This design comes from an exercise in tuning for small area on the open sky130 flow, not from production work.
At most, simulation tests tie the RTL to the original design; equivalence was not proved.
Only the layout flow was run in runs 1 and 2; the RTL was not checked for function there.
Power and IR drop assume default switching activity.

## flow/run.sh

```bash
#!/bin/bash
# synth_recipe.tcl (not shown) runs the flow's synth.tcl, then flattens the netlist and writes it again
# the make line also repeats each setting of config.mk as NAME=value (left out here)
make -C /OpenROAD-flow-scripts/flow DESIGN_CONFIG=/design/flow/config.mk WORK_HOME=/design/flow/orfs CLKGATE_MAP_FILE= SYNTH_SCRIPT=/design/flow/synth_recipe.tcl finish
```

## flow/config.mk

```make
export PLATFORM = sky130hd
export DESIGN_NAME = svm_core
export DESIGN_NICKNAME = svm_core
export VERILOG_FILES = /design/flow/design.v
export SDC_FILE = /design/flow/constraint.sdc
export NUM_CORES = 8
export LEC_CHECK = 0
export CAP_MARGIN = 20
export CORE_MARGIN = 2
export CORE_UTILIZATION = 60
export CTS_CLUSTER_DIAMETER = 100
export CTS_CLUSTER_SIZE = 26
export SLEW_MARGIN = 20
export SYNTH_HIERARCHICAL = 1
```

## flow/constraint.sdc

```tcl
create_clock -name core_clock -period 20.0 [get_ports {clk}]
set_input_delay 4.0000 -clock core_clock [delete_from_list [all_inputs] [get_ports {clk}]]
set_output_delay 4.0000 -clock core_clock [all_outputs]
set_load 0.01 [all_outputs]
```

## flow/design.v

```verilog
module svm_dec5 (
    input  wire [4:0]  s,
    output wire [31:0] oh
);
    assign oh = 32'd1 << s;
endmodule
module svm_aoi222 (
    input  wire a0, s0, a1, s1, a2, s2,
    output wire y
);
    assign y = ~((a0 & s0) | (a1 & s1) | (a2 & s2));
endmodule
module svm_mux2i (
    input  wire a, b, s,
    output wire y
);
    assign y = ~(s ? b : a);
endmodule
module svm_rfbit (
    input  wire [31:0] d,
    input  wire [31:0] oh,
    output wire        o_n
);
    wire [10:0] y;
    genvar g;
    generate
        for (g = 0; g < 10; g = g + 1) begin : g_a
            svm_aoi222 u (.a0(d[3*g]), .s0(oh[3*g]), .a1(d[3*g+1]), .s1(oh[3*g+1]),
                          .a2(d[3*g+2]), .s2(oh[3*g+2]), .y(y[g]));
        end
    endgenerate
    assign y[10] = ~((d[30] & oh[30]) | (d[31] & oh[31]));
    assign o_n = ~(~&y[3:0] | ~&y[7:4] | ~&y[10:8]);
endmodule
module svm_rfmux (
    input  wire [1023:0] d,
    input  wire [31:0]   oh,
    output wire [31:0]   o_n
);
    genvar i, r;
    generate
        for (i = 0; i < 32; i = i + 1) begin : g_bit
            wire [31:0] col;
            for (r = 0; r < 32; r = r + 1) begin : g_r
                assign col[r] = d[r*32 + i];
            end
            svm_rfbit u (.d(col), .oh(oh), .o_n(o_n[i]));
        end
    endgenerate
endmodule
module svm_rot32 (
    input  wire [31:0] d_n,
    input  wire [4:0]  n,
    output wire [31:0] o
);
    wire [31:0] s [0:5];
    assign s[0] = d_n;
    genvar st, i;
    generate
        for (st = 0; st < 5; st = st + 1) begin : g_st
            for (i = 0; i < 32; i = i + 1) begin : g_i
                svm_mux2i u (.a(s[st][i]), .b(s[st][(i + 32 - (1 << st)) % 32]), .s(n[st]), .y(s[st+1][i]));
            end
        end
    endgenerate
    assign o = s[5];
endmodule
module svm_mux4 (
    input  wire [3:0] d,
    input  wire [1:0] s,
    output wire       o
);
    assign o = d[s];
endmodule
module svm_mux32 (
    input  wire [31:0] d,
    input  wire [4:0]  s,
    output wire        o_n
);
    wire [7:0] l1;
    wire [1:0] l2;
    genvar g;
    generate
        for (g = 0; g < 8; g = g + 1) begin : g_l1
            svm_mux4 u (.d(d[4*g +: 4]), .s(s[1:0]), .o(l1[g]));
        end
        for (g = 0; g < 2; g = g + 1) begin : g_l2
            svm_mux4 u (.d(l1[4*g +: 4]), .s(s[3:2]), .o(l2[g]));
        end
    endgenerate
    svm_mux2i u_l3 (.a(l2[0]), .b(l2[1]), .s(s[4]), .y(o_n));
endmodule
module svm_core (
    input  wire        clk,
    input  wire        rst,
    input  wire [31:0] entry,
    input  wire [1:0]  break_mode,
    output wire        mem_req,
    output wire        mem_we,
    output wire [31:0] mem_addr,
    output wire [31:0] mem_wdata,
    input  wire        mem_ack,
    input  wire [31:0] mem_rdata,
    output wire        sys_req,
    output wire [2:0]  sys_n,
    output wire [31:0] sys_a0,
    output wire [31:0] sys_a1,
    output wire [31:0] sys_a2,
    output wire [31:0] sys_a3,
    input  wire        sys_ack,
    input  wire [31:0] sys_result,
    output wire        brk_valid,
    output wire [31:0] brk_addr,
    output wire [2:0]  status,
    output wire [31:0] trap_addr,
    output wire [31:0] trap_info,
    input  wire [4:0]  dbg_sel,
    output wire [31:0] dbg_data
);
    localparam S_INIT = 4'd0, S_EXEC = 4'd1, S_SHIFT = 4'd2, S_PC = 4'd3,
               S_TRAP = 4'd4, S_HALT = 4'd5, S_FWAIT = 4'd6, S_MWAIT = 4'd7,
               S_SWAIT = 4'd8, S_LWB = 4'd9;
    localparam TK_FETCH0 = 3'd0, TK_FETCH2 = 3'd1, TK_LOAD = 3'd2, TK_STORE = 3'd3,
               TK_SYSBUF = 3'd4, TK_SYSNUM = 3'd5, TK_EXIT = 3'd6, TK_BREAK = 3'd7;
    reg  [4:0]  ph;
    reg  [3:0]  S;
    reg         W;           
    reg  [2:0]  tk;
    reg  [2:0]  status_r;
    reg         xf;          
    reg  [31:0] T;
    reg  [31:0] IR;
    reg         cb;          
    reg         c, f1, f2, pcc;
    reg  [4:0]  sreg;
    reg  [31:0] ring [0:31];
    wire [4:0]  k    = ph;
    wire        ph31 = &ph;
    wire        pass = (S == S_INIT) || (S == S_EXEC) || (S == S_SHIFT) ||
                       (S == S_PC) || (S == S_TRAP) || (S == S_LWB);
    wire        act  = !W && pass;       
    wire        last = act && ph31;      
    wire [4:0] pair = IR[5:1];
    wire std = !cb;
    wire p_alu_r  = (pair >= 5'd1 && pair <= 5'd8);
    wire p_alu_i  = (pair >= 5'd9 && pair <= 5'd16);
    wire p_li     = (pair == 5'd17);
    wire p_lui    = (pair == 5'd18);
    wire p_load   = (pair == 5'd19);
    wire p_store  = (pair == 5'd20);
    wire p_br     = std ? (pair >= 5'd21 && pair <= 5'd28) : (pair == 5'd21 || pair == 5'd22);
    wire p_call   = (pair == 5'd29);
    wire p_break  = (pair == 5'd30);
    wire p_mv     = cb && (pair == 5'd0);
    wire illegal  = std ? (pair == 5'd0 || pair == 5'd31)
                        : ((pair >= 5'd23 && pair <= 5'd28) || pair == 5'd31);
    wire [2:0] aop = pair[2:0] - 3'd1;           
    wire is_aluop = p_alu_r || p_alu_i;
    wire is_shift = is_aluop && (aop == 3'd5 || aop == 3'd6 || aop == 3'd7);
    wire is_pass  = p_mv || p_li || p_lui;
    wire is_alu   = (is_aluop && !is_shift) || is_pass;    
    wire use_imm  = p_alu_i || p_li || p_lui || p_load || p_store;
    wire [4:0] f_10_6  = IR[10:6];
    wire [4:0] f_15_11 = IR[15:11];
    wire [4:0] f_20_16 = IR[20:16];
    wire [4:0] f_8_6   = {2'b00, IR[8:6]};
    wire [4:0] f_11_9  = {2'b00, IR[11:9]};
    wire [2:0] n3     = std ? IR[18:16] : IR[11:9];
    wire       n_big  = std ? (|IR[31:19] || IR[18:16] > 3'd5) : (|IR[15:12] || IR[11:9] > 3'd5);
    wire       n_zero = (n3 == 3'd0) && !n_big;
    wire       n_x4   = (n3 == 3'd3 || n3 == 3'd5);    
    wire       n_nobuf = (n3 == 3'd4);
    wire [4:0] rd_f = (std || p_mv || p_alu_r) ? f_10_6 : f_8_6;
    wire [3:0] j4 = k[3:0];
    wire hi16 = IR[5'd16 + {1'b0, j4}];
    reg  imm_bit;
    always @(*) begin
        imm_bit = 1'b0;
        if (std) begin
            if (p_lui) imm_bit = k[4] & hi16;
            else       imm_bit = k[4] ? IR[31] : hi16;
        end else if (p_lui) begin
            imm_bit = k[4] && (j4 < 4'd7) && IR[5'd9 + {1'b0, j4}];
        end else if (p_load || p_store || p_br) begin
            imm_bit = (k < 5'd4) ? IR[5'd12 + k] : IR[15];
        end else begin
            imm_bit = (k < 5'd7) ? IR[5'd9 + k] : IR[15];
        end
    end
    reg  [4:0] a_sel, b_sel;
    always @(*) begin
        if (S == S_TRAP)              a_sel = 5'd4;
        else if (p_call)              a_sel = n_x4 ? 5'd4 : 5'd5;
        else if (std)                 a_sel = p_br ? f_10_6 : f_15_11;
        else if (p_load || p_store)   a_sel = f_11_9;
        else if (p_alu_i || p_br)     a_sel = f_8_6;
        else                          a_sel = f_10_6;
        if (p_call)                   b_sel = n_x4 ? 5'd5 : 5'd6;
        else if (std && !p_br)        b_sel = f_20_16;
        else                          b_sel = f_15_11;
    end
    wire [31:0] taps;
    genvar gt;
    generate
        for (gt = 0; gt < 32; gt = gt + 1) begin : g_tap
            assign taps[gt] = ring[gt][0];
        end
    endgenerate
    wire a_tap_n, b_tap_n;
    svm_mux32 u_ta (.d(taps), .s(a_sel), .o_n(a_tap_n));
    svm_mux32 u_tb (.d(taps), .s(b_sel), .o_n(b_tap_n));
    wire a_tap = ~a_tap_n;
    wire b_tap = ~b_tap_n;
    wire p_tap = taps[0];
    wire [2:0] bq = pair[2:0] - 3'd5;    
    wire br_zero  = p_br && (!std || bq[2:1] == 2'b00);
    wire br_sgn   = p_br && std && bq[2:1] == 2'b10;
    wire sub      = p_br || (is_aluop && aop == 3'd1);
    wire b_raw    = use_imm ? imm_bit : (br_zero ? 1'b0 : b_tap);
    wire b_call   = n_nobuf ? 1'b0 : b_tap;
    wire b_op     = p_call ? b_call : b_raw;
    wire a_x      = a_tap ^ (br_sgn && ph31);
    wire b_x      = b_op ^ sub ^ (br_sgn && ph31);
    wire c_in     = (k == 5'd0) ? sub : c;
    wire sum      = a_x ^ b_x ^ c_in;
    wire c_out    = (a_x & b_x) | (a_x & c_in) | (b_x & c_in);
    reg  res;
    always @(*) begin
        if (is_pass)                                   res = b_op;
        else if (is_aluop && aop == 3'd2)              res = a_tap & b_op;
        else if (is_aluop && aop == 3'd3)              res = a_tap | b_op;
        else if (is_aluop && aop == 3'd4)              res = a_tap ^ b_op;
        else                                           res = sum;
    end
    wire f1_in = ((k == 5'd0) ? 1'b0 : f1) | (p_call ? b_call : (a_tap ^ b_op));
    wire f2_in = ((k == 5'd0) ? 1'b0 : f2) | sum;
    wire br_val = bq[2] ? c : f1;
    wire taken  = bq[0] ? br_val : !br_val;
    wire buf_fault = f1_in & c_out & f2_in;
    wire       sll     = (aop == 3'd5);
    wire [4:0] kk      = sll ? k : ~k;
    wire       sh_ok   = (kk >= sreg);
    wire [4:0] sh_idx  = sll ? (5'd0 - sreg) : sreg;
    wire       sh_fill = (aop == 3'd7) & c;
    wire       t_at_n;
    svm_mux32 u_tt (.d(T), .s(sh_idx), .o_n(t_at_n));
    wire       shres   = sh_ok ? ~t_at_n : sh_fill;
    wire ilen_bit = cb ? (k == 5'd1) : (k == 5'd2);
    reg  inc_bit;
    always @(*) begin
        if (S == S_TRAP)                   inc_bit = (k == 5'd1);
        else if (S == S_PC && p_br)        inc_bit = taken ? imm_bit : ilen_bit;
        else if (S == S_PC && is_shift && rd_f == 5'd0) inc_bit = 1'b0;
        else                               inc_bit = ilen_bit;
    end
    wire pcc_in = (k == 5'd0) ? 1'b0 : pcc;
    wire pcsum  = p_tap ^ inc_bit ^ pcc_in;
    wire pcc_out = (p_tap & inc_bit) | (p_tap & pcc_in) | (inc_bit & pcc_in);
    wire entry_k_n;
    svm_mux32 u_te (.d(entry), .s(k), .o_n(entry_k_n));
    wire entry_k = ~entry_k_n;
    reg        we;           
    reg  [4:0] wsel;
    reg        wbit;
    reg        p_we;         
    reg        p_in;
    reg        t_sh;         
    reg        t_in;
    reg        ir_sh;
    reg        ir_in;
    always @(*) begin
        we = 1'b0; wsel = rd_f; wbit = res; p_we = 1'b0; p_in = pcsum;
        t_sh = 1'b0; t_in = pcsum; ir_sh = 1'b0; ir_in = 1'b0;
        if (act) begin
            case (S)
                S_INIT: begin
                    we = 1'b1; wsel = 5'd1; wbit = (k >= 5'd2);
                    p_we = 1'b1; p_in = entry_k;
                    t_sh = 1'b1; t_in = entry_k;
                end
                S_EXEC: begin
                    if (is_alu) begin
                        we = 1'b1;
                        p_we = 1'b1; p_in = (rd_f == 5'd0) ? res : pcsum;
                        t_sh = 1'b1; t_in = p_in;
                    end else if (is_shift) begin
                        t_sh = 1'b1; t_in = a_tap;
                    end else if (p_load || p_store) begin
                        t_sh = 1'b1; t_in = sum;
                    end else if (p_call) begin
                        t_sh = !n_big && !n_zero; t_in = a_tap;
                    end else if (p_break && !illegal) begin
                        p_we = 1'b1;
                        t_sh = !break_mode[1]; t_in = pcsum;
                    end
                end
                S_SHIFT: begin
                    we = 1'b1; wbit = shres;
                    p_we = (rd_f == 5'd0); p_in = shres;
                    t_sh = 1'b1; t_in = T[0];
                end
                S_LWB: begin
                    we = 1'b1; wsel = sreg; wbit = IR[0];
                    ir_sh = 1'b1;
                    p_we = 1'b1; p_in = (sreg == 5'd0) ? IR[0] : pcsum;
                    t_sh = 1'b1; t_in = p_in;
                end
                S_PC: begin
                    if (p_call) begin
                        we = 1'b1; wsel = 5'd3; wbit = T[0];
                    end
                    p_we = 1'b1;
                    t_sh = 1'b1;
                end
                S_TRAP: begin
                    ir_sh = 1'b1;
                    t_sh = (tk == TK_FETCH2);
                    case (tk)
                        TK_LOAD:   ir_in = (k == 5'd0);
                        TK_STORE:  ir_in = (k == 5'd1);
                        TK_SYSBUF: ir_in = (k < 5'd2);
                        TK_SYSNUM: ir_in = cb ? ((k < 5'd7) & IR[9]) : ((k < 5'd16) & IR[16]);
                        TK_EXIT:   ir_in = a_tap;
                        default:   ir_in = 1'b0;
                    endcase
                end
                default: ;
            endcase
        end
    end
    wire [31:0] T_nx = t_sh ? {t_in, T[31:1]} : T;
    wire a_hi  = &T_nx[31:2];
    wire a_ff  = a_hi & T_nx[1] & T_nx[0];
    wire a_gt  = a_hi & (T_nx[1] | T_nx[0]);        
    wire end_instr = (S == S_INIT) || (S == S_PC) || (S == S_LWB) ||
                     (S == S_EXEC && !illegal && (is_alu || (p_break && !break_mode[1])));
    wire fetch_now = (last && end_instr && !a_ff) || (S == S_FWAIT);
    wire ls_now    = (last && S == S_EXEC && !illegal && (p_load || p_store) && !a_gt) || (S == S_MWAIT);
    wire call_go   = last && S == S_EXEC && !illegal && p_call && !n_big && !n_zero && !buf_fault;
    wire sys_now   = call_go || (S == S_SWAIT);
    assign mem_req  = fetch_now || ls_now;
    assign mem_we   = ls_now && p_store;
    assign mem_addr = T_nx;
    assign sys_req  = sys_now;
    assign sys_n    = n3;
    wire freeze = !rst && (ph31 ? (sys_now && !sys_ack) : xf);
    wire [4:0]  wsel2 = (S == S_HALT) ? dbg_sel : (std ? f_10_6 : f_8_6);
    wire [31:0] oh;
    svm_dec5 u_dec (.s(wsel2), .oh(oh));
    wire [1023:0] rf_flat;
    genvar g;
    generate
        for (g = 0; g < 32; g = g + 1) begin : g_flat
            assign rf_flat[g*32 +: 32] = ring[g];
        end
    endgenerate
    wire [31:0] M_n;
    svm_rfmux u_mux (.d(rf_flat), .oh(oh), .o_n(M_n));
    wire [31:0] rd_par;
    svm_rot32 u_rot (.d_n(M_n), .n(ph), .o(rd_par));
    assign mem_wdata = rd_par;
    assign dbg_data  = rd_par;
    assign sys_a0 = {ring[4][0], ring[4][31:1]};
    assign sys_a1 = {ring[5][0], ring[5][31:1]};
    assign sys_a2 = {ring[6][0], ring[6][31:1]};
    assign sys_a3 = {ring[7][0], ring[7][31:1]};
    assign brk_valid = act && k == 5'd0 && S == S_EXEC && !illegal && p_break && (break_mode != 2'd0);
    assign brk_addr  = T;
    assign status    = status_r;
    assign trap_addr = T;
    assign trap_info = IR;
    integer r;
    always @(posedge clk) begin
        for (r = 0; r < 32; r = r + 1) begin
            if (!(freeze && r >= 4 && r <= 7)) begin
                if (r == 0)
                    ring[r] <= {p_we ? p_in : ring[r][0], ring[r][31:1]};
                else
                    ring[r] <= {(we && wsel == r) ? wbit : ring[r][0], ring[r][31:1]};
            end
        end
    end
    wire fetch_ack = fetch_now && mem_ack;
    wire ls_ack    = ls_now && mem_ack;
    wire sys_ack_i = sys_now && sys_ack;
    always @(posedge clk) begin
        if (fetch_ack) begin
            IR <= {mem_rdata[0] ? 16'b0 : mem_rdata[31:16], mem_rdata[15:0]};
            cb <= mem_rdata[0];
        end else if (ls_ack && !p_store) begin
            IR <= mem_rdata;
        end else if (ir_sh) begin
            IR <= {ir_in, IR[31:1]};
        end
        if (sys_ack_i)
            T <= sys_result;
        else if (t_sh)
            T <= {t_in, T[31:1]};
        if (act) begin
            pcc <= pcc_out;
            if (S == S_EXEC) begin
                if (k < 5'd5) sreg <= {is_shift ? b_op : rd_f[k], sreg[4:1]};
                if (is_shift) begin
                    c <= a_tap;
                end else begin
                    c <= c_out;
                end
                f1 <= f1_in;
                f2 <= f2_in;
            end
        end
    end
    always @(posedge clk) begin
        if (rst) begin
            ph       <= 5'd0;
            S        <= S_INIT;
            W        <= 1'b0;
            status_r <= 3'd0;
            xf       <= 1'b0;
            tk       <= TK_FETCH0;
        end else begin
            ph <= ph + 5'd1;
            xf <= freeze;
            if (W) begin
                if (ph31) W <= 1'b0;
            end else if (fetch_now) begin
                if (mem_ack) begin
                    S  <= (!mem_rdata[0] && a_gt) ? S_TRAP : S_EXEC;
                    tk <= TK_FETCH2;
                    W  <= !ph31;
                end else begin
                    S <= S_FWAIT;
                end
            end else if (ls_now) begin
                if (mem_ack) begin
                    S <= p_store ? S_PC : S_LWB;
                    W <= !ph31;
                end else begin
                    S <= S_MWAIT;
                end
            end else if (sys_now) begin
                if (sys_ack) begin
                    S <= S_PC;
                    W <= !ph31;
                end else begin
                    S <= S_SWAIT;
                end
            end else if (last) begin
                case (S)
                    S_INIT, S_PC, S_LWB: begin
                        S <= S_TRAP; tk <= TK_FETCH0;
                    end
                    S_EXEC: begin
                        if (illegal) begin
                            status_r <= 3'd1; S <= S_HALT;
                        end else if (is_alu) begin
                            S <= S_TRAP; tk <= TK_FETCH0;
                        end else if (is_shift) begin
                            S <= S_SHIFT;
                        end else if (p_load || p_store) begin
                            S <= S_TRAP; tk <= p_load ? TK_LOAD : TK_STORE;
                        end else if (p_br) begin
                            S <= S_PC;
                        end else if (p_call) begin
                            S <= S_TRAP;
                            tk <= n_big ? TK_SYSNUM : n_zero ? TK_EXIT : TK_SYSBUF;
                        end else begin
                            S <= S_TRAP; tk <= break_mode[1] ? TK_BREAK : TK_FETCH0;
                        end
                    end
                    S_SHIFT: S <= S_PC;
                    S_TRAP: begin
                        S <= S_HALT;
                        case (tk)
                            TK_SYSNUM: status_r <= 3'd4;
                            TK_EXIT:   status_r <= 3'd6;
                            TK_BREAK:  status_r <= 3'd5;
                            default:   status_r <= 3'd3;
                        endcase
                    end
                    default: ;
                endcase
            end
        end
    end
endmodule
```

==> results of run 1 <==
-- worst max-delay path: cells and delay by family, from the launching register on --
family | cells | cell delay, ns
buffers and inverters | 4 | 0.84
XOR/XNOR | 1 | 0.14
AO/OA/AOI/OAI | 9 | 2.66
flip-flops | 1 | 0.74
adder cells (fa/ha/maj) | 2 | 0.99
multiplexers | 4 | 1.50
AND/OR/NAND/NOR | 4 | 1.47
-- through the flow --
step                setup WS, ns  instances  area, um2  utilization [%]  hold slack, ns
finish                      7.05       4128      44400             69.2           0.316
floorplan                   8.66       2962      38700                -           0.330
global route                6.76       4127      44400             69.2           0.328
global placement            7.39       4044      42800             66.8           0.332
detailed placement          7.29       4044      42800             66.8           0.336
CTS                         6.95       4126      44300             69.1           0.315
-- sequential cells by signal, summed over array words and instances, names as in the netlist --
name / count
sreg: 5
IR: 32
status_r: 3
W: 1
tk: 3
cb: 1
ring: 1024
ph: 5
pcc: 1
xf: 1
f2: 1
T: 32
S: 4
f1: 1
c: 1
-- per-module statistics from Yosys, one instance, submodules excluded, a selection --
module	flip-flops and latches	cells	copies in the design	area (um2)
svm_aoi222	0	1	320	10.0
svm_core	1115	2231	1	31500
svm_dec5	0	47	1	214
svm_mux2i	0	1	164	10.0
svm_mux4	0	1	40	22.5
svm_rfbit	0	5	32	37.5
-- worst min path at each step --
stage | startpoint | endpoint | slack [ns] | cells after the start
2_1_floorplan | ring[0][1]$_DFF_P_ | ring[0][0]$_DFF_P_ | 0.33 | 0
3_3_place_gp | ring[27][10]$_DFF_P_ | ring[27][9]$_DFF_P_ | 0.33 | 0
3_5_place_dp | ring[10][1]$_DFF_P_ | ring[10][0]$_DFF_P_ | 0.34 | 0
4_1_cts | ring[11][5]$_DFF_P_ | ring[11][4]$_DFF_P_ | 0.32 | 0
5_1_grt | ring[11][5]$_DFF_P_ | ring[11][4]$_DFF_P_ | 0.33 | 0
6_report | ring[11][5]$_DFF_P_ | ring[11][4]$_DFF_P_ | 0.32 | 0
-- kinds of logic (layout without fill, tap and decap cells) --
logic type | count (synthesis) | after routing | synth area share [%]
buffers and inverters | 293 | 603 | 4.92
AOI/OAI and AO/OA | 592 | 592 | 13.2
adders and majority gates | 27 | 27 | 0.912
and+or+nand+nor | 591 | 591 | 8.18
xor gates and xnor gates | 18 | 18 | 0.408
other | 0 | 1 | 0
DFF | 1115 | 1115 | 62.1
muxes | 326 | 326 | 10.3
-- layer usage --
layer,GRT usage [%],vias up
li1,-,12000
met1,43.0,13500
met2,55.8,1435
met3,4.41,291
met4,20.4,0
met5,0,-
-- layout make-up --
type	count	area (um2)
Tap cell	855	1070
Timing Repair Buffer	485	4750
Clock inverter	8	135
Multi-Input combinational cell	1554	12900
Sequential cell	1115	24000
Clock buffer	74	1340
Inverter	36	140
Antenna cell	1	2.50
Fill cell	4588	19800
-- report_power, final --
| group | internal, mW | leakage [nW] | switching [mW] |
|---|---|---|---|
| registers | 2.31 | 9.61 | 0.0394 |
| logic | 0.148 | 5.97 | 0.120 |
| clock network | 0.482 | 0.705 | 0.692 |
| total | 2.93 | 16.3 | 0.852 |
-- cell usage in the layout (no fill, tap or decap), types with 11 or more instances in the layout --
cell             Yosys  routed
nor2b_1             14      14
nor3_1              23      22
a31oi_1             16      15
a21o_1              11      11
nor4_2              34      34
nor2_2               1      30
dfxtp_1            945     940
clkbuf_1            38      24
nand2b_1            19      19
nand4_1             80      80
a21oi_1             61      60
nor2_1             114      82
buf_4              197      48
mux2i_1            191     191
o21ai_0             66      65
ha_1                25      25
clkbuf_16            0      50
a22o_1              35      35
mux4_2              46      46
nand3_1             40      40
a222oi_1           322     322
mux2_2              79      79
xnor2_1             14      14
clkdlybuf4s50_1      0     436
inv_1               33      32
edfxtp_1           170     170
nand2_1            198     198
==> results.cfg, run 1 <==
[synthesis]
synth.top_cells.by_count = 945 x dfxtp_1, 322 x a222oi_1, 198 x nand2_1
synth-async-reset-ratio_pct = 0
synth_area_leaders = dfxtp_1 49%, edfxtp_1 13%, a222oi_1 8.3%
ys_seq_elements = 1115
synthCells = 2962
synth_area_um2 = 38700
avgSynthCellArea_um2 = 13.1
synth_edf_count = 170
syn-num-nets = 3096
yosysMostFrequentCell = dfxtp_1
synth_top_area_share_pct = 48.9
synthFlopType = dfxtp_1
netlist.top_cell.by_area = dfxtp_1
yosysWarningCount = 9
yosysUniqueCellTypes = 95
ys_seq_area_share_pct = 62.1

[sta]
relSlewSlack_pct = 24.8
setup_tns_ns = 0
fin_crit_sh_pct = 64.8
worstMarginPinSlew_ns = 1.13
fmax_mhz = 77.2
slew_violations = 0
setup_violations = 0
rsz0062_at_grt = false
hold_violations = 0
skew_ns = 0.0496
fin_crit_ns = 12.95

[worst_setup_path]
cp_data_arrival_time_ns = 8.95
cp_common_cell = inv_1
cp.required_ns = 16.00
rr_endpoint = IR[31]$_DFFE_PP_
worst-r2r-setup-slack_ns = 10.45
cp_slowest_cell = edfxtp_1
startpoint = IR[2]$_DFFE_PP_
cp-endpoint = mem_req
worstPathCellList = inv_1 > ha_1 > or4_4 > o2111a_1 > nor2_1 > mux2i_1 > a21oi_2 > mux4_2 > mux4_2 > mux2i_1 > a21oi_1 > a31oi_1 > o31a_1 > xnor2_1 > fa_1 > inv_1 > o22ai_1 > a221o_1 > nand3_1 > a2111oi_4 > o31a_1 > and3_1 > inv_1 > clkdlybuf4s50_1
rr_startpoint = IR[2]$_DFFE_PP_
startpoint_type = flip-flop
cp-end-kind = output pin
cpPeakStageDelay_ns = 0.74
cp_max_fo = 13
r2r_cells = 25
critPathKind = flip-flop to output pin

[floorplan]
coreArea_um2 = 64100
fp.dieArea_um2 = 66500
die_height_um = 258
die_x_um = 258
io_pins = 437
initial_core_util_pct = 60.3
num_rows = 93

[clocking]
clk_latency_ns = 0.66
clockBufferDepth = 3
cts_resized = 0
root_buffer = clkbuf_16
cts_sinks = 1115
numCtsBuffers = 50
cts_tree = yes
cts_setup_buffers = 0
cts-hold-fix-buffers = 0
clk_pin_slew_ns = 0.10
h-tree-depth = 2

[detailed_routing]
dr.max_layer_used = met4
final_antenna_net_count = 0
drt-met1-wl_um = 44800
met2_length_um = 55800
wl_met3_um = 7940
vias = 27200
wire_per_inst_um = 28.2
drc = 0
drt-pass1-iter-count = 12
drt_iter0_markers = 4227
drt_wl_total_um = 116000
via_per_inst = 6.58

[global_routing]
grt_pass1_vias = 26500
grt_pass1_wl_um = 172000
antenna_found_initial = 1
grt_max_degree = 79
overflow = 0
grt_usage_pct = 33.9

[layout]
fin_nets = 3376
drive_gt1_share_pct = 10.4
syn_to_final_growth_pct = 14.6

[placement]
finalWeightedCongestion = 0.953
io_buffers = 436
place_hpwl_um = 81700

[run]
drv_cap = 0

[outcome]
status = finished clean

[worst_hold_path]
hp-class = flip-flop to flip-flop

[pwr]
finalPower_mw = 3.79
power_density_nw_per_um2 = 85.4
irDropWorstVdd_mv = 0.0840
p_leak_nw = 16.3
==> run 2, diff against run 1 <==
==> flow/flow/run.sh (new file) <==
#!/bin/bash
# Own layout flow: the standard ORFS flow, with smaller port buffers and a
# clock tree without dummy loads. Every tool's output goes to a log of its own.
set -euo pipefail
export BUFFER_PORTS_ARGS="-buffer_cell sky130_fd_sc_hd__buf_1"
export CTS_ARGS="-sink_clustering_enable -repair_clock_nets -dont_use_dummy_load"
bash standard.sh > standard_flow.log 2>&1
==> flow/standard.sh (new file) <==
#!/bin/bash
# synth_recipe.tcl (not shown) runs the flow's synth.tcl, then flattens the netlist and writes it again
# the make line also repeats each setting of config.mk as NAME=value (left out here)
make -C /OpenROAD-flow-scripts/flow DESIGN_CONFIG=/design/flow/config.mk WORK_HOME=/design/flow/orfs CLKGATE_MAP_FILE= SYNTH_SCRIPT=/design/flow/synth_recipe.tcl "${@:-finish}"
--- a/flow/config.mk
+++ b/flow/config.mk
@@ -9,6 +9,4 @@
 export CORE_MARGIN = 2
 export CORE_UTILIZATION = 60
-export CTS_CLUSTER_DIAMETER = 100
-export CTS_CLUSTER_SIZE = 26
 export SLEW_MARGIN = 20
 export SYNTH_HIERARCHICAL = 1
removed: flow/run.sh
==> run 2 against run 1 <==
Against the previous run:
- still clean
- design area fell by 3.9%
- clock-buffer cell count up 27
- worst setup slack better by 0.040 ns
- synthesized cell count did not move
- first-iteration DRC count down 0.47%
- clock power is 38% higher
- critical path type unchanged
- critical endpoint unchanged
- highest routed layer unchanged
==> results.cfg, run 2 <==
[synthesis]
yosysUniqueCellTypes = 95
avgSynthCellArea_um2 = 13.1
yosysWarningCount = 9
netlist.top_cell.by_area = dfxtp_1
synth_top_area_share_pct = 48.9
ys_seq_elements = 1115
synth_edf_count = 170
synthCells = 2962
synth.top_cells.by_count = 945 x dfxtp_1, 322 x a222oi_1, 198 x nand2_1
synth_area_leaders = dfxtp_1 49%, edfxtp_1 13%, a222oi_1 8.3%
ys_seq_area_share_pct = 62.1
syn-num-nets = 3096
synth_area_um2 = 38700
synth-async-reset-ratio_pct = 0
yosysMostFrequentCell = dfxtp_1
synthFlopType = dfxtp_1

[worst_setup_path]
cp-end-kind = output pin
worstPathCellList = inv_1 > ha_1 > or4_4 > o2111a_1 > nor2_1 > mux2i_1 > a21oi_1 > mux4_2 > mux4_2 > mux2i_1 > a21oi_1 > a31oi_1 > o31a_1 > xnor2_1 > fa_1 > inv_1 > o22ai_1 > a221o_1 > nand3_1 > a2111oi_4 > o31a_1 > and3_1 > inv_1 > buf_1
cp_max_fo = 13
cp_slowest_cell = a21oi_1
startpoint_type = flip-flop
cp.required_ns = 16.00
cp_data_arrival_time_ns = 8.91
cp_common_cell = inv_1
cpPeakStageDelay_ns = 0.93
critPathKind = flip-flop to output pin

[clocking]
cts_setup_buffers = 0
cts_sinks = 1115
clk_latency_ns = 0.66
numCtsBuffers = 101
root_buffer = clkbuf_16
clk_pin_slew_ns = 0.06
cts_resized = 0
cts_tree = yes
clockBufferDepth = 3
cts-hold-fix-buffers = 0
h-tree-depth = 3

[detailed_routing]
wire_per_inst_um = 27.7
drt_iter0_markers = 4207
drc = 0
via_per_inst = 6.60
vias = 27300
drt_wl_total_um = 115000
drt-pass1-iter-count = 14
final_antenna_net_count = 0

[global_routing]
antenna_found_initial = 0
grt_usage_pct = 33.3
grt_pass1_wl_um = 170000
grt_max_degree = 74
overflow = 0
grt_pass1_vias = 26700

[pwr]
irDropWorstVdd_mv = 0.121
power_density_nw_per_um2 = 97.7
p_leak_nw = 15.7

[layout]
layout_commonest_cell = dfxtp_1
design_area_um2 = 42600
syn_to_final_growth_pct = 10.2
largest_reg_flops = 1024
num_antenna_cells = 0
layout_common_cells = 940 x dfxtp_1, 436 x buf_1, 322 x a222oi_1
fin_nets = 3421
largestRegisters = ring: 1024 flops, IR: 32 flops, T: 32 flops
regMostFlops = ring
drive_gt1_share_pct = 11.4

[sta]
skew_ns = 0.0799
rsz0062_at_grt = false
worstMarginPinSlew_ns = 1.16
fmax_mhz = 77.4
fin_crit_ns = 12.91
relSlewSlack_pct = 22.9
slew_violations = 0
fin_crit_sh_pct = 64.6
setup_violations = 0
fin_hold_ws_ns = 0.303
setup_tns_ns = 0
hold_violations = 0

[placement]
place_area_um2 = 40100
finalWeightedCongestion = 0.918
place_hpwl_um = 79400
io_buffers = 436

[floorplan]
coreArea_um2 = 64100
die_height_um = 258
fp.dieArea_um2 = 66500
initial_core_util_pct = 60.3
num_rows = 93
io_pins = 437
die_x_um = 258

[outcome]
status = finished clean

[run]
drv_cap = 0

[worst_hold_path]
hp-class = flip-flop to flip-flop
==> run 2: cell count changes in the layout (fill, tap and decap cells not counted), sizes merged <==
cell	previous run	this run
clkdlybuf4s50	436	0
buf	49	479
clkbuf	74	101
inv	38	33
clkinv	6	3
diode	1	0
==> run 2: path summary, 6_finish.rpt <==
check | cells past startpoint | startpoint | endpoint | slack [ns]
max | 24 | IR[2]$_DFFE_PP_ | mem_req | 7.09
min | 0 | ring[23][3]$_DFF_P_ | ring[23][2]$_DFF_P_ | 0.30
max reg2reg | 25 | IR[2]$_DFFE_PP_ | IR[17]$_DFFE_PP_ | 10.15
min reg2reg | 0 | ring[23][3]$_DFF_P_ | ring[23][2]$_DFF_P_ | 0.30
==> run 2: cells by family (layout without fill, tap and decap cells) <==
logic type	Yosys count	in the layout	synth area share, %
flops	1115	1115	62.1
compound gates	592	592	13.2
simple gates	591	591	8.18
mux	326	326	10.3
buf+inv	293	616	4.92
fa+ha+maj	27	27	0.912
xor+xnor	18	18	0.408
==> run 2: power breakdown <==
part / total, mW / switching (mW) / internal [mW] / leakage (nW)
registers: 2.35 / 0.0432 / 2.31 / 9.61
clock network: 1.62 / 0.737 / 0.882 / 1.24
logic: 0.196 / 0.118 / 0.0784 / 4.83
total: 4.17 / 0.897 / 3.27 / 15.7
==> run 2: worst max-delay path, delay by kind of cell (launching register included) <==
family | cells | cell delay, ns
compound gates | 9 | 2.95
fa+ha+maj | 2 | 1.00
buf+inv | 4 | 0.54
flops | 1 | 0.77
simple gates | 4 | 1.47
mux | 4 | 1.41
xor+xnor | 1 | 0.13
==> run 2: metal layers <==
| metal | wire, um | GRT usage [%] | vias up |
|---|---|---|---|
| met1 | 45000 | 42.5 | 13700 |
| li1 | - | - | 12000 |
| met4 | 5760 | 16.7 | 0 |
| met2 | 56400 | 56.1 | 1359 |
| met5 | 0 | 0 | - |
| met3 | 7410 | 4.41 | 231 |
==> run 2: through the flow <==
step | setup WS (ns) | total power, mW | utilization (%) | std cells
finish | 7.09 | 4.17 | 66.5 | 4140
global route | 6.72 | 4.28 | 66.5 | 4140
CTS | 7.25 | 4.18 | 66.5 | 4140
detailed placement | 7.92 | 2.59 | 62.5 | 4039
global placement | 7.75 | 2.59 | 62.5 | 4038
floorplan | 8.66 | 2.53 | - | 2962
==> run 2: layout make-up <==
| type | instances | area, um2 |
|---|---|---|
| tap | 855 | 1070 |
| sequential | 1115 | 24000 |
| multi-input combinational | 1554 | 12900 |
| fill | 4809 | 21500 |
| clock buffer | 101 | 2530 |
| timing repair buffer | 479 | 1960 |
| inverter | 36 | 140 |
==> run 2: per-module statistics from Yosys (local to each module, per instance), a selection <==
module      cells  cell area, um2  copies in the design  flip-flops and latches
svm_mux4        1            22.5                    40                       0
svm_dec5       47             214                     1                       0
svm_aoi222      1            10.0                   320                       0
svm_core     2231           31500                     1                    1115
svm_rfbit       5            37.5                    32                       0
svm_mux2i       1            10.0                   164                       0
==> run 3, diff against run 2 <==
--- a/flow/design.v
+++ b/flow/design.v
@@ -155,7 +155,7 @@
     wire illegal  = std ? (pair == 5'd0 || pair == 5'd31)
                         : ((pair >= 5'd23 && pair <= 5'd28) || pair == 5'd31);
-    wire [2:0] aop = pair[2:0] - 3'd1;           
+    wire [2:0] po = pair[2:0];
     wire is_aluop = p_alu_r || p_alu_i;
-    wire is_shift = is_aluop && (aop == 3'd5 || aop == 3'd6 || aop == 3'd7);
+    wire is_shift = is_aluop && (po == 3'd6 || po == 3'd7 || po == 3'd0);
     wire is_pass  = p_mv || p_li || p_lui;
     wire is_alu   = (is_aluop && !is_shift) || is_pass;    
@@ -172,6 +172,10 @@
     wire       n_nobuf = (n3 == 3'd4);
     wire [4:0] rd_f = (std || p_mv || p_alu_r) ? f_10_6 : f_8_6;
-    wire [3:0] j4 = k[3:0];
-    wire hi16 = IR[5'd16 + {1'b0, j4}];
+    wire [3:0]  j4    = k[3:0];
+    wire [15:0] ir_hi = IR[31:16];
+    wire [6:0]  ir_c7 = IR[15:9];
+    wire [3:0]  ir_c4 = IR[15:12];
+    wire hi16 = ir_hi[j4];
+    wire c7   = ir_c7[j4[2:0]];
     reg  imm_bit;
     always @(*) begin
@@ -181,9 +185,9 @@
             else       imm_bit = k[4] ? IR[31] : hi16;
         end else if (p_lui) begin
-            imm_bit = k[4] && (j4 < 4'd7) && IR[5'd9 + {1'b0, j4}];
+            imm_bit = k[4] && !j4[3] && (j4[2:0] != 3'd7) && c7;
         end else if (p_load || p_store || p_br) begin
-            imm_bit = (k < 5'd4) ? IR[5'd12 + k] : IR[15];
+            imm_bit = (k[4:2] == 3'd0) ? ir_c4[k[1:0]] : IR[15];
         end else begin
-            imm_bit = (k < 5'd7) ? IR[5'd9 + k] : IR[15];
+            imm_bit = (k[4:3] == 2'd0 && k[2:0] != 3'd7) ? c7 : IR[15];
         end
     end
@@ -213,8 +217,8 @@
     wire b_tap = ~b_tap_n;
     wire p_tap = taps[0];
-    wire [2:0] bq = pair[2:0] - 3'd5;    
-    wire br_zero  = p_br && (!std || bq[2:1] == 2'b00);
-    wire br_sgn   = p_br && std && bq[2:1] == 2'b10;
-    wire sub      = p_br || (is_aluop && aop == 3'd1);
+    wire br_zero  = p_br && (!std || po == 3'd5 || po == 3'd6);
+    wire br_sgn   = p_br && std && (po == 3'd1 || po == 3'd2);
+    wire br_usec  = (po == 3'd1 || po == 3'd2 || po == 3'd3 || po == 3'd4);
+    wire sub      = p_br || (is_aluop && po == 3'd2);
     wire b_raw    = use_imm ? imm_bit : (br_zero ? 1'b0 : b_tap);
     wire b_call   = n_nobuf ? 1'b0 : b_tap;
@@ -228,19 +232,19 @@
     always @(*) begin
         if (is_pass)                                   res = b_op;
-        else if (is_aluop && aop == 3'd2)              res = a_tap & b_op;
-        else if (is_aluop && aop == 3'd3)              res = a_tap | b_op;
-        else if (is_aluop && aop == 3'd4)              res = a_tap ^ b_op;
+        else if (is_aluop && po == 3'd3)               res = a_tap & b_op;
+        else if (is_aluop && po == 3'd4)               res = a_tap | b_op;
+        else if (is_aluop && po == 3'd5)               res = a_tap ^ b_op;
         else                                           res = sum;
     end
     wire f1_in = ((k == 5'd0) ? 1'b0 : f1) | (p_call ? b_call : (a_tap ^ b_op));
     wire f2_in = ((k == 5'd0) ? 1'b0 : f2) | sum;
-    wire br_val = bq[2] ? c : f1;
-    wire taken  = bq[0] ? br_val : !br_val;
+    wire br_val = br_usec ? c : f1;
+    wire taken  = po[0] ? !br_val : br_val;
     wire buf_fault = f1_in & c_out & f2_in;
-    wire       sll     = (aop == 3'd5);
+    wire       sll     = (po == 3'd6);
     wire [4:0] kk      = sll ? k : ~k;
     wire       sh_ok   = (kk >= sreg);
     wire [4:0] sh_idx  = sll ? (5'd0 - sreg) : sreg;
-    wire       sh_fill = (aop == 3'd7) & c;
+    wire       sh_fill = (po == 3'd0) & c;
     wire       t_at_n;
     svm_mux32 u_tt (.d(T), .s(sh_idx), .o_n(t_at_n));
==> flow/run.sh (new file) <==
#!/bin/bash
# synth_recipe.tcl (not shown) runs the flow's synth.tcl, then flattens the netlist and writes it again
# the make line also repeats each setting of config.mk as NAME=value (left out here)
make -C /OpenROAD-flow-scripts/flow DESIGN_CONFIG=/design/flow/config.mk WORK_HOME=/design/flow/orfs CLKGATE_MAP_FILE= SYNTH_SCRIPT=/design/flow/synth_recipe.tcl finish
--- a/flow/config.mk
+++ b/flow/config.mk
@@ -9,4 +9,6 @@
 export CORE_MARGIN = 2
 export CORE_UTILIZATION = 60
+export CTS_CLUSTER_DIAMETER = 100
+export CTS_CLUSTER_SIZE = 26
 export SLEW_MARGIN = 20
 export SYNTH_HIERARCHICAL = 1
removed: flow/flow/run.sh
removed: flow/standard.sh
==> run 3 against run 2 <==
Against the previous run:
- still clean on timing, DRC and antenna
- first-iteration DRC count shrank 7.0%
- sequential share of layout area shrank 1.3 points
- worst hold slack gained 0.042 ns
- design area grew 2.3%
- combinational power grew to 4.9 times the previous value
- critical path type is now primary input to output pin
- largest cell class unchanged
==> results.cfg, run 3 <==
[placement]
io_buffers = 436
dp_slack_ns = 7.06
place_area_um2 = 42100
place_hpwl_um = 80100
finalWeightedCongestion = 0.972

[floorplan]
die_height_um = 255
coreArea_um2 = 62700
num_rows = 92
fp.dieArea_um2 = 65100
io_pins = 437
initial_core_util_pct = 60.4
die_x_um = 255

[detailed_routing]
final_antenna_net_count = 0
drt_iter0_markers = 3914
wire_per_inst_um = 28.6
drt-pass1-iter-count = 15
drc = 0
drt_wl_total_um = 113000
via_per_inst = 6.62
vias = 26200

[sta]
hold_violations = 0
worstMarginPinSlew_ns = 1.05
setup_tns_ns = 0
fin_crit_sh_pct = 65.8
slew_violations = 0
layout_setup_ws_ns = 6.84
relSlewSlack_pct = 30.1
rsz0062_at_grt = false
fmax_mhz = 76.0
setup_violations = 0
skew_ns = 0.0252
fin_crit_ns = 13.16

[worst_setup_path]
critPathKind = primary input to output pin
cpPeakStageDelay_ns = 0.77
cp_common_cell = mux2i_1
cp_data_arrival_time_ns = 9.16
critPathTopFamily = simple AND/OR/NAND/NOR gates
worstPathCellList = clkdlybuf4s50_1 > nand2_1 > o21ai_0 > or3b_1 > nor2_4 > a222oi_1 > nand4_1 > nor4_2 > mux2i_1 > mux2i_1 > mux2i_1 > mux2i_1 > mux2i_1 > clkdlybuf4s50_1
cp-end-kind = output pin
cp_max_fo = 32
cp.required_ns = 16.00
startpoint_type = primary input
cp_slowest_cell = nor2_4
path_buf_inv = 2

[global_routing]
grt_usage_pct = 33.5
grt_max_degree = 79
grt_pass1_wl_um = 164000
antenna_found_initial = 1
overflow = 0
grt_pass1_vias = 25000

[clocking]
cts-hold-fix-buffers = 0
clockBufferDepth = 3
cts_tree = yes
cts_resized = 0
cts_sinks = 1115
root_buffer = clkbuf_16
clk_pin_slew_ns = 0.10
h-tree-depth = 2
numCtsBuffers = 51
cts_setup_buffers = 0
clk_latency_ns = 0.65

[synthesis]
synth.top_cells.by_count = 945 x dfxtp_1, 320 x a222oi_1, 194 x buf_4
yosysWarningCount = 9
synth_area_leaders = dfxtp_1 50%, edfxtp_1 13%, a222oi_1 8.5%
yosysUniqueCellTypes = 91
synthFlopType = dfxtp_1
ys_seq_elements = 1115
synth_top_area_share_pct = 50.0
ys_seq_area_share_pct = 63.4
yosysMostFrequentCell = dfxtp_1
netlist.top_cell.by_area = dfxtp_1
avgSynthCellArea_um2 = 13.6
synth_area_um2 = 37900
synthCells = 2793
synth_edf_count = 170
syn-num-nets = 2917
synth-async-reset-ratio_pct = 0

[layout]
multi_input_area_um2 = 12200
largestRegisters = ring: 1024 flops, IR: 32 flops, T: 32 flops
drive_gt1_share_pct = 11.1
syn_to_final_growth_pct = 15.2
layout_common_cells = 940 x dfxtp_1, 436 x clkdlybuf4s50_1, 320 x a222oi_1
fillCellCount = 4409
largest_reg_flops = 1024
seqCellArea_um2 = 24000
design_area_um2 = 43600
fin_nets = 3206
regMostFlops = ring
layout_commonest_cell = dfxtp_1

[run]
drv_cap = 0

[pwr]
finalPower_mw = 4.74
irDropWorstVdd_mv = 0.0791
p_leak_nw = 15.9
power_density_nw_per_um2 = 109

[outcome]
status = finished clean

[worst_hold_path]
hp-class = flip-flop to flip-flop
-- run 3: cell count changes in the layout (fill, tap and decap cells not counted), sizes merged, moves of 19 or more --
| cell | delta |
|---|---|
| nor2 | -19 |
| mux2 | +27 |
| nand3 | -23 |
| nand2 | -81 |
| buf | -430 |
| clkdlybuf4s50 | +436 |
| o21ai | -22 |
| clkbuf | -31 |
-- run 3: Yosys stat by module, one instance, submodules excluded, a selection --
| module | cells inside | area [um2] |
|---|---|---|
| svm_mux4 | 1 | 22.5 |
| svm_aoi222 | 1 | 10.0 |
| svm_mux2i | 1 | 10.0 |
| svm_rfbit | 5 | 37.5 |
| svm_core | 2062 | 30700 |
| svm_dec5 | 47 | 214 |
-- run 3: cell type report --
class,instances,area share [%]
Antenna cell,1,0.00574
Clock buffer,70,3.14
Clock inverter,10,0.336
Inverter,32,0.275
Multi-Input combinational cell,1397,27.9
Sequential cell,1115,55.1
Tap cell,846,2.43
Timing Repair Buffer,485,10.9
-- run 3: cell families (layout without fill, tap and decap cells) --
kind of cell | after synthesis | count (layout) | share of synthesized area, %
buffers and inverters | 281 | 597 | 4.79
AND/OR/NAND/NOR | 475 | 475 | 7.07
adder cells (fa/ha/maj) | 17 | 17 | 0.601
AO/OA/AOI/OAI | 548 | 548 | 12.9
multiplexers | 340 | 340 | 10.8
flip-flops | 1115 | 1115 | 63.4
XOR/XNOR | 17 | 17 | 0.393
other | 0 | 1 | 0
-- run 3: final timing paths --
kind / startpoint / to / slack [ns] / cells past startpoint
max: dbg_sel[3] / dbg_data[25] / 6.84 / 14
min: ring[11][16]$_DFF_P_ / ring[11][15]$_DFF_P_ / 0.34 / 0
max reg2reg: IR[1]$_DFFE_PP_ / ring[4][29]$_DFFE_PN_ / 11.14 / 25
min reg2reg: ring[11][16]$_DFF_P_ / ring[11][15]$_DFF_P_ / 0.34 / 0
-- run 3: layer usage --
layer	part of all wire (%)	track usage (%)
met2	47	54.9
met3	7.8	4.38
met1	40	45.0
met4	4.7	14.5
met5	0	0
-- run 3: worst reg2reg max path: stages (launching register included) --
cell	delay (ns)
edfxtp_1	0.36
buf_4	0.25
o21a_1	0.31
xnor2_1	0.15
nor3_1	0.60
nor2_1	0.33
mux2i_1	0.20
o21ai_1	0.17
buf_4	0.26
mux4_2	0.61
mux4_2	0.48
mux2i_1	0.42
o21ai_0	0.17
a32oi_1	0.32
a21oi_1	0.23
xor2_1	0.23
fa_1	0.64
a21oi_1	0.06
inv_1	0.09
nand3_1	0.18
a31o_2	0.35
nand2b_1	0.13
inv_1	0.08
mux2i_1	0.20
or2_4	0.72
buf_4	0.92
-- run 3: power by group --
| part | total, mW | leakage (nW) | internal [mW] | switching [mW] |
|---|---|---|---|---|
| clock network | 1.19 | 0.735 | 0.497 | 0.693 |
| logic | 0.958 | 5.52 | 0.496 | 0.463 |
| registers | 2.59 | 9.60 | 2.43 | 0.162 |
-- run 3: per-stage QoR --
| step | util, % | instances | hold slack (ns) |
|---|---|---|---|
| after detailed placement | 67.1 | 3875 | 0.335 |
| final | 69.5 | 3956 | 0.344 |
| after global routing | 69.5 | 3956 | 0.346 |
| after global placement | 67.1 | 3875 | 0.332 |
| after CTS | 69.5 | 3955 | 0.342 |
| after floorplan | - | 2793 | 0.330 |
==> run 4, diff against run 3 <==
==> flow/flow/run.sh (new file) <==
#!/bin/bash
# Own layout flow: the standard ORFS flow, with small port buffers and a
# leaner clock tree. Every tool's output goes to a log of its own.
set -euo pipefail
export BUFFER_PORTS_ARGS="-buffer_cell sky130_fd_sc_hd__buf_1"
export CTS_ARGS="-sink_clustering_enable -repair_clock_nets -dont_use_dummy_load -root_buf sky130_fd_sc_hd__clkbuf_16 -buf_list sky130_fd_sc_hd__clkbuf_4"
bash standard.sh > standard_flow.log 2>&1
==> flow/standard.sh (new file) <==
#!/bin/bash
# synth_recipe.tcl (not shown) runs the flow's synth.tcl, then flattens the netlist and writes it again
# the make line also repeats each setting of config.mk as NAME=value (left out here)
make -C /OpenROAD-flow-scripts/flow DESIGN_CONFIG=/design/flow/config.mk WORK_HOME=/design/flow/orfs CLKGATE_MAP_FILE= SYNTH_SCRIPT=/design/flow/synth_recipe.tcl "${@:-finish}"
--- a/flow/config.mk
+++ b/flow/config.mk
@@ -9,6 +9,4 @@
 export CORE_MARGIN = 2
 export CORE_UTILIZATION = 60
-export CTS_CLUSTER_DIAMETER = 100
-export CTS_CLUSTER_SIZE = 26
 export SLEW_MARGIN = 20
 export SYNTH_HIERARCHICAL = 1
removed: flow/run.sh
==> run 4 against run 3 <==
Against the previous run:
- still clean
- via count up 3.5%
- fmax increased by 4.5%
- non-clock buffer count decreased by 1
- area after synthesis stayed put
- worst hold slack worse by 0.029 ns
- core utilization decreased by 2.5 points
- clock skew rose by 0.047 ns
- design area is 3.5% lower
- cell count rose by 5.1%
- clock-buffer cell count is 210 higher
- synthesized cell count unchanged
- critical endpoint is now mem_we
==> results.cfg, run 4 <==
[sta]
fin_crit_ns = 12.59
fmax_mhz = 79.4
fin_crit_sh_pct = 62.9
fin_hold_ws_ns = 0.316
setup_tns_ns = 0
slew_violations = 0
setup_violations = 0
rsz0062_at_grt = false
skew_ns = 0.0723
relSlewSlack_pct = 21.1
worstMarginPinSlew_ns = 1.17
hold_violations = 0
layout_setup_ws_ns = 7.41

[clocking]
cts_tree = yes
clk_latency_ns = 0.76
clockBufferDepth = 4
h-tree-depth = 5
clk_pin_slew_ns = 0.06
root_buffer = clkbuf_16
cts_sinks = 1115
cts_resized = 0
cts_setup_buffers = 0
cts-hold-fix-buffers = 0
numCtsBuffers = 280

[worst_setup_path]
cp.required_ns = 16.00
cp_data_arrival_time_ns = 8.59
critPathKind = flip-flop to output pin
path_buf_inv = 4
critPathTopFamily = compound AO/OA/AOI/OAI gates
cp_slowest_cell = nor3_1
cpPeakStageDelay_ns = 0.62
cp-end-kind = output pin
cp_max_fo = 31
startpoint_type = flip-flop

[detailed_routing]
drt_wl_total_um = 114000
via_per_inst = 6.52
drt-pass1-iter-count = 13
wire_per_inst_um = 27.4
drt_iter0_markers = 3879
final_antenna_net_count = 0
vias = 27100
drc = 0

[pwr]
power_density_nw_per_um2 = 119
p_leak_nw = 15.6
finalPower_mw = 5.00
irDropWorstVdd_mv = 0.0658

[layout]
largest_reg_flops = 1024
fillCellCount = 4675
syn_to_final_growth_pct = 11.1
fin_nets = 3434
layout_common_cells = 940 x dfxtp_1, 436 x buf_1, 320 x a222oi_1
largestRegisters = ring: 1024 flops, IR: 32 flops, T: 32 flops
layout_commonest_cell = dfxtp_1
design_area_um2 = 42100
regMostFlops = ring
layout.cells.non_filler = 4157
final_util_pct = 67.1
drive_gt1_share_pct = 17.1

[floorplan]
initial_core_util_pct = 60.4
die_height_um = 255
fp.dieArea_um2 = 65100
coreArea_um2 = 62700
io_pins = 437
die_x_um = 255
num_rows = 92

[synthesis]
yosysWarningCount = 9
ys_seq_area_share_pct = 63.4
synth_area_um2 = 37900
synth_top_area_share_pct = 50.0
netlist.top_cell.by_area = dfxtp_1
synth-async-reset-ratio_pct = 0
avgSynthCellArea_um2 = 13.6
ys_seq_elements = 1115
synthFlopType = dfxtp_1
synth_edf_count = 170
syn-num-nets = 2917
synth_area_leaders = dfxtp_1 50%, edfxtp_1 13%, a222oi_1 8.5%
yosysMostFrequentCell = dfxtp_1
yosysUniqueCellTypes = 91
synthCells = 2793
synth.top_cells.by_count = 945 x dfxtp_1, 320 x a222oi_1, 194 x buf_4

[placement]
place_area_um2 = 39400
finalWeightedCongestion = 1.02
dp_slack_ns = 7.82
dp.cells = 3874
place_hpwl_um = 78600
io_buffers = 436

[global_routing]
grt_pass1_wl_um = 166000
grt_max_degree = 68
grt_usage_pct = 34.1
overflow = 0
antenna_found_initial = 1
grt_pass1_vias = 26600

[run]
drv_cap = 0

[outcome]
status = finished clean

[worst_hold_path]
hp-class = flip-flop to flip-flop
[run 4: cell counts after synthesis]
No cell type changed its count.
[run 4: cell type report]
type / instances / area (um2) / share of cell area, %
flip-flops and latches: 1115 / 24000 / 57.1
repair buffers: 484 / 2000 / 4.75
clock buffers: 280 / 2680 / 6.37
multi-input cells: 1397 / 12200 / 28.9
inverters: 32 / 120 / 0.286
diodes: 3 / 7.51 / 0.0178
well taps: 846 / 1060 / 2.52
[run 4: cell families after synthesis]
family	count (synthesis)	share of synthesized area, %
buffers and inverters	281	4.79
DFF	1115	63.4
adders and majority gates	17	0.601
and+or+nand+nor	475	7.07
xor gates and xnor gates	17	0.393
muxes	340	10.8
AOI/OAI and AO/OA	548	12.9
[run 4: power by group]
group          leakage [nW]  internal [mW]  switching (mW)
sequential             9.60           2.43           0.166
clock                  1.54          0.858           0.795
combinational          4.43          0.293           0.457
total                  15.6           3.58            1.42
[run 4: path summary, 6_finish.rpt]
kind / depth (start not counted) / to / startpoint / slack [ns]
max: 26 / mem_we / IR[1]$_DFFE_PP_ / 7.41
min: 0 / ring[1][4]$_DFF_P_ / ring[1][5]$_DFF_P_ / 0.32
max reg2reg: 25 / ring[4][9]$_DFFE_PN_ / IR[1]$_DFFE_PP_ / 11.16
min reg2reg: 0 / ring[1][4]$_DFF_P_ / ring[1][5]$_DFF_P_ / 0.32
[run 4: metal layers]
layer | GRT usage, % | part of all wire (%)
met1 | 44.2 | 41
met2 | 54.8 | 48
met3 | 7.76 | 8.0
met4 | 15.8 | 3.9
met5 | 0 | 0.011
[run 4: per-module statistics from Yosys (local to each module, per instance), a selection]
module | times used | cells inside | flops+latches
svm_core | 1 | 2062 | 1115
svm_mux4 | 40 | 1 | 0
svm_aoi222 | 320 | 1 | 0
svm_mux2i | 164 | 1 | 0
svm_rfbit | 32 | 5 | 0
svm_dec5 | 1 | 47 | 0
[run 4: worst register-to-register path, stage by stage, from the launching register on]
cell and delay [ns]:
edfxtp_1 0.36, buf_4 0.26, o21a_1 0.32, xnor2_1 0.15, nor3_1 0.62, nor2_1 0.34
mux2i_1 0.19, o21ai_1 0.16, buf_4 0.24, mux4_2 0.59, mux4_2 0.48, mux2i_1 0.46
o21ai_0 0.18, a32oi_1 0.28, a21oi_1 0.24, xor2_1 0.24, fa_1 0.63, a21oi_1 0.06
inv_1 0.08, nand3_1 0.19, a31o_2 0.35, nand2b_1 0.11, inv_1 0.08, mux2i_1 0.19
or2_4 0.77, buf_4 0.82
==> run 5, diff against run 4 <==
==> flow/flow/run.sh (replaced) <==
#!/bin/bash
# Own layout flow: the standard ORFS flow, with small port buffers and a
# leaner clock tree. Every tool's output goes to a log of its own.
set -euo pipefail
export BUFFER_PORTS_ARGS="-buffer_cell sky130_fd_sc_hd__buf_1"
export CTS_ARGS="-sink_clustering_enable -repair_clock_nets -dont_use_dummy_load -sink_clustering_size 26 -sink_clustering_max_diameter 100"
bash standard.sh > standard_flow.log 2>&1
==> run 5 against run 4 <==
Against the previous run:
- cell count decreased by 5.6%
- die area unchanged
- combinational power about the same
- routed wire length decreased by 2.8%
- fmax increased by 1.2%
- critical path depth decreased by 11
- non-clock buffer count unchanged
- total power decreased by 11%
- global-route usage decreased by 1.3 points
- worst hold slack got worse by 0.035 ns
- worst setup slack improved by 0.15 ns
- clock-buffer cell count decreased by 230
- critical path type is now primary input to output pin
==> results.cfg, run 5 <==
[layout]
regMostFlops = ring
largest_reg_flops = 1024
drive_gt1_share_pct = 10.9
largestRegisters = ring: 1024 flops, IR: 32 flops, T: 32 flops
fillCellCount = 4774
fin_nets = 3204
layout_common_cells = 940 x dfxtp_1, 436 x buf_1, 320 x a222oi_1
syn_to_final_growth_pct = 7.30
layout_commonest_cell = dfxtp_1

[outcome]
status = finished clean

[detailed_routing]
drt-met1-wl_um = 45700
via_per_inst = 6.61
wire_per_inst_um = 28.2
vias = 25900
drc = 0
dr.max_layer_used = met5
final_antenna_net_count = 0
drt_wl_total_um = 111000
drt-pass1-iter-count = 17
drt_iter0_markers = 3983
wl_met3_um = 8240
met2_length_um = 52400

[placement]
finalWeightedCongestion = 1.02
place_hpwl_um = 78600
io_buffers = 436

[floorplan]
die_x_um = 255
io_pins = 437
coreArea_um2 = 62700
initial_core_util_pct = 60.4
die_height_um = 255
num_rows = 92
fp.dieArea_um2 = 65100

[clocking]
cts-hold-fix-buffers = 0
cts_sinks = 1115
clk_pin_slew_ns = 0.09
cts_resized = 0
numCtsBuffers = 50
h-tree-depth = 2
clk_latency_ns = 0.66
root_buffer = clkbuf_16
clockBufferDepth = 3
cts_setup_buffers = 0
cts_tree = yes

[global_routing]
grt_pass1_wl_um = 161000
grt_max_degree = 68
grt_usage_pct = 32.9
overflow = 0
antenna_found_initial = 2
grt_pass1_vias = 24600

[worst_setup_path]
cpPeakStageDelay_ns = 0.65
cp_common_cell = mux2i_1
cp_data_arrival_time_ns = 8.44
cp.required_ns = 16.00
cp-end-kind = output pin
cp_slowest_cell = mux2i_1
startpoint_type = primary input
cp_max_fo = 32
critPathKind = primary input to output pin
critPathTopFamily = multiplexers
path_buf_inv = 3
worstPathCellList = buf_1 > nand2_1 > o21ai_0 > nand3b_1 > nor2_2 > buf_4 > a222oi_1 > nand4_1 > nor4_2 > mux2i_1 > mux2i_1 > mux2i_1 > mux2i_1 > mux2i_1 > buf_1

[synthesis]
netlist.top_cell.by_area = dfxtp_1
ys_seq_elements = 1115
synth-async-reset-ratio_pct = 0
ys_seq_area_share_pct = 63.4
syn-num-nets = 2917
avgSynthCellArea_um2 = 13.6
yosysMostFrequentCell = dfxtp_1
synth_area_um2 = 37900
synthCells = 2793
yosysUniqueCellTypes = 91
synth_top_area_share_pct = 50.0
yosysWarningCount = 9
synthFlopType = dfxtp_1
synth_area_leaders = dfxtp_1 50%, edfxtp_1 13%, a222oi_1 8.5%
synth.top_cells.by_count = 945 x dfxtp_1, 320 x a222oi_1, 194 x buf_4
synth_edf_count = 170

[sta]
fmax_mhz = 80.4
worstMarginPinSlew_ns = 1.17
fin_crit_ns = 12.44
slew_violations = 0
setup_violations = 0
hold_violations = 0
skew_ns = 0.103
fin_crit_sh_pct = 62.2
relSlewSlack_pct = 21.3
setup_tns_ns = 0
rsz0062_at_grt = false

[pwr]
power_density_nw_per_um2 = 109
irDropWorstVdd_mv = 0.0775
finalPower_mw = 4.43
p_leak_nw = 14.6

[run]
drv_cap = 0

[worst_hold_path]
hp-class = flip-flop to flip-flop
run 5: cell type report:
cell class	instances	area (um2)	share of cell area [%]
clock buffer	50	1250	3.08
timing repair buffer	484	2000	4.91
inverter	32	120	0.296
sequential	1115	24000	59.2
antenna	1	2.50	0.00616
tap	846	1060	2.61
multi-input combinational	1397	12200	29.9
run 5: layer usage:
metal	track usage [%]	up-vias
met3	4.57	205
met5	0	-
li1	-	11400
met1	44.7	12900
met2	54.0	1411
met4	11.9	2
run 5: modules after synthesis, one instance, submodules excluded, excerpt:
module | copies in the design | cell area [um2] | cells
svm_mux2i | 164 | 10.0 | 1
svm_rfbit | 32 | 37.5 | 5
svm_aoi222 | 320 | 10.0 | 1
svm_core | 1 | 30700 | 2062
svm_dec5 | 1 | 214 | 47
svm_mux4 | 40 | 22.5 | 1
run 5: cell families (layout without fill, tap and decap cells):
group / after synthesis / count (layout) / share of synthesized area (%)
AO/OA/AOI/OAI: 548 / 548 / 12.9
XOR/XNOR: 17 / 17 / 0.393
adder cells (fa/ha/maj): 17 / 17 / 0.601
buffers and inverters: 281 / 566 / 4.79
flip-flops: 1115 / 1115 / 63.4
multiplexers: 340 / 340 / 10.8
other: 0 / 1 / 0
AND/OR/NAND/NOR: 475 / 475 / 7.07
run 5: final timing paths:
path	start	endpoint	slack, ns	cells past startpoint
worst max-delay path	dbg_sel[3]	mem_wdata[10]	7.56	15
worst min-delay path	ring[22][28]$_DFF_P_	ring[22][27]$_DFF_P_	0.28	0
worst max register to register	IR[1]$_DFFE_PP_	ring[4][8]$_DFFE_PN_	11.20	25
worst min register to register	ring[22][28]$_DFF_P_	ring[22][27]$_DFF_P_	0.28	0
run 5: metrics by stage:
step                      util [%]  hold slack [ns]  cell area [um2]  std cells  setup slack (ns)
after floorplan                  -            0.330            37900       2793              8.67
final                         64.8            0.281            40600       3925              7.56
after CTS                     64.8            0.274            40600       3924              7.70
after global placement        62.8            0.333            39400       3874              7.82
after detailed placement      62.8            0.336            39400       3874              7.82
after global routing          64.8            0.281            40600       3925              7.12
run 5: where the power goes:
part	switching (mW)	leakage, nW	internal, mW
clock	0.646	0.616	0.447
sequential	0.164	9.60	2.43
combinational	0.455	4.43	0.293
total	1.27	14.6	3.17

[re-timing with driven ports]
In the flow no input, the clock included, has a driving cell. The finished layouts below were timed again as built, in two steps.
Step 1 (the two cells are an assumption about what drives the block):
set clk [get_ports {clk}]
set_driving_cell -lib_cell sky130_fd_sc_hd__clkbuf_16 $clk
set_driving_cell -lib_cell sky130_fd_sc_hd__buf_2 [delete_from_list [all_inputs] $clk]
Step 2 adds t to the input delays and takes it off the output delays; t is the mean of the earliest and latest rising clock arrival at the registers after step 1. Input paths then give back, and output paths get back, about the clock's delay inside the block.
a / b / c = no drivers / after step 1 / after step 2; a / b = the first two.
run | shift t [ns] | setup WS [ns] | hold WS [ns]
run 1 | 0.709 | 7.046 / 6.976 / 7.065 | 0.316 / 0.316 / 0.316
run 2 | 0.688 | 7.086 / 7.017 / 7.705 | 0.303 / 0.303 / 0.303
run 3 | 0.700 | 6.842 / 6.815 / 6.815 | 0.344 / 0.344 / 0.344
run 4 | 0.790 | 7.411 / 7.345 / 7.484 | 0.316 / 0.316 / 0.316
run 5 | 0.681 | 7.559 / 7.502 / 7.523 | 0.281 / 0.281 / 0.281
After both steps setup and hold are still met in every run listed. For run 5, which loses most, drivers alone change the setup slack by -0.057 ns; drivers and shift together by -0.036 ns.
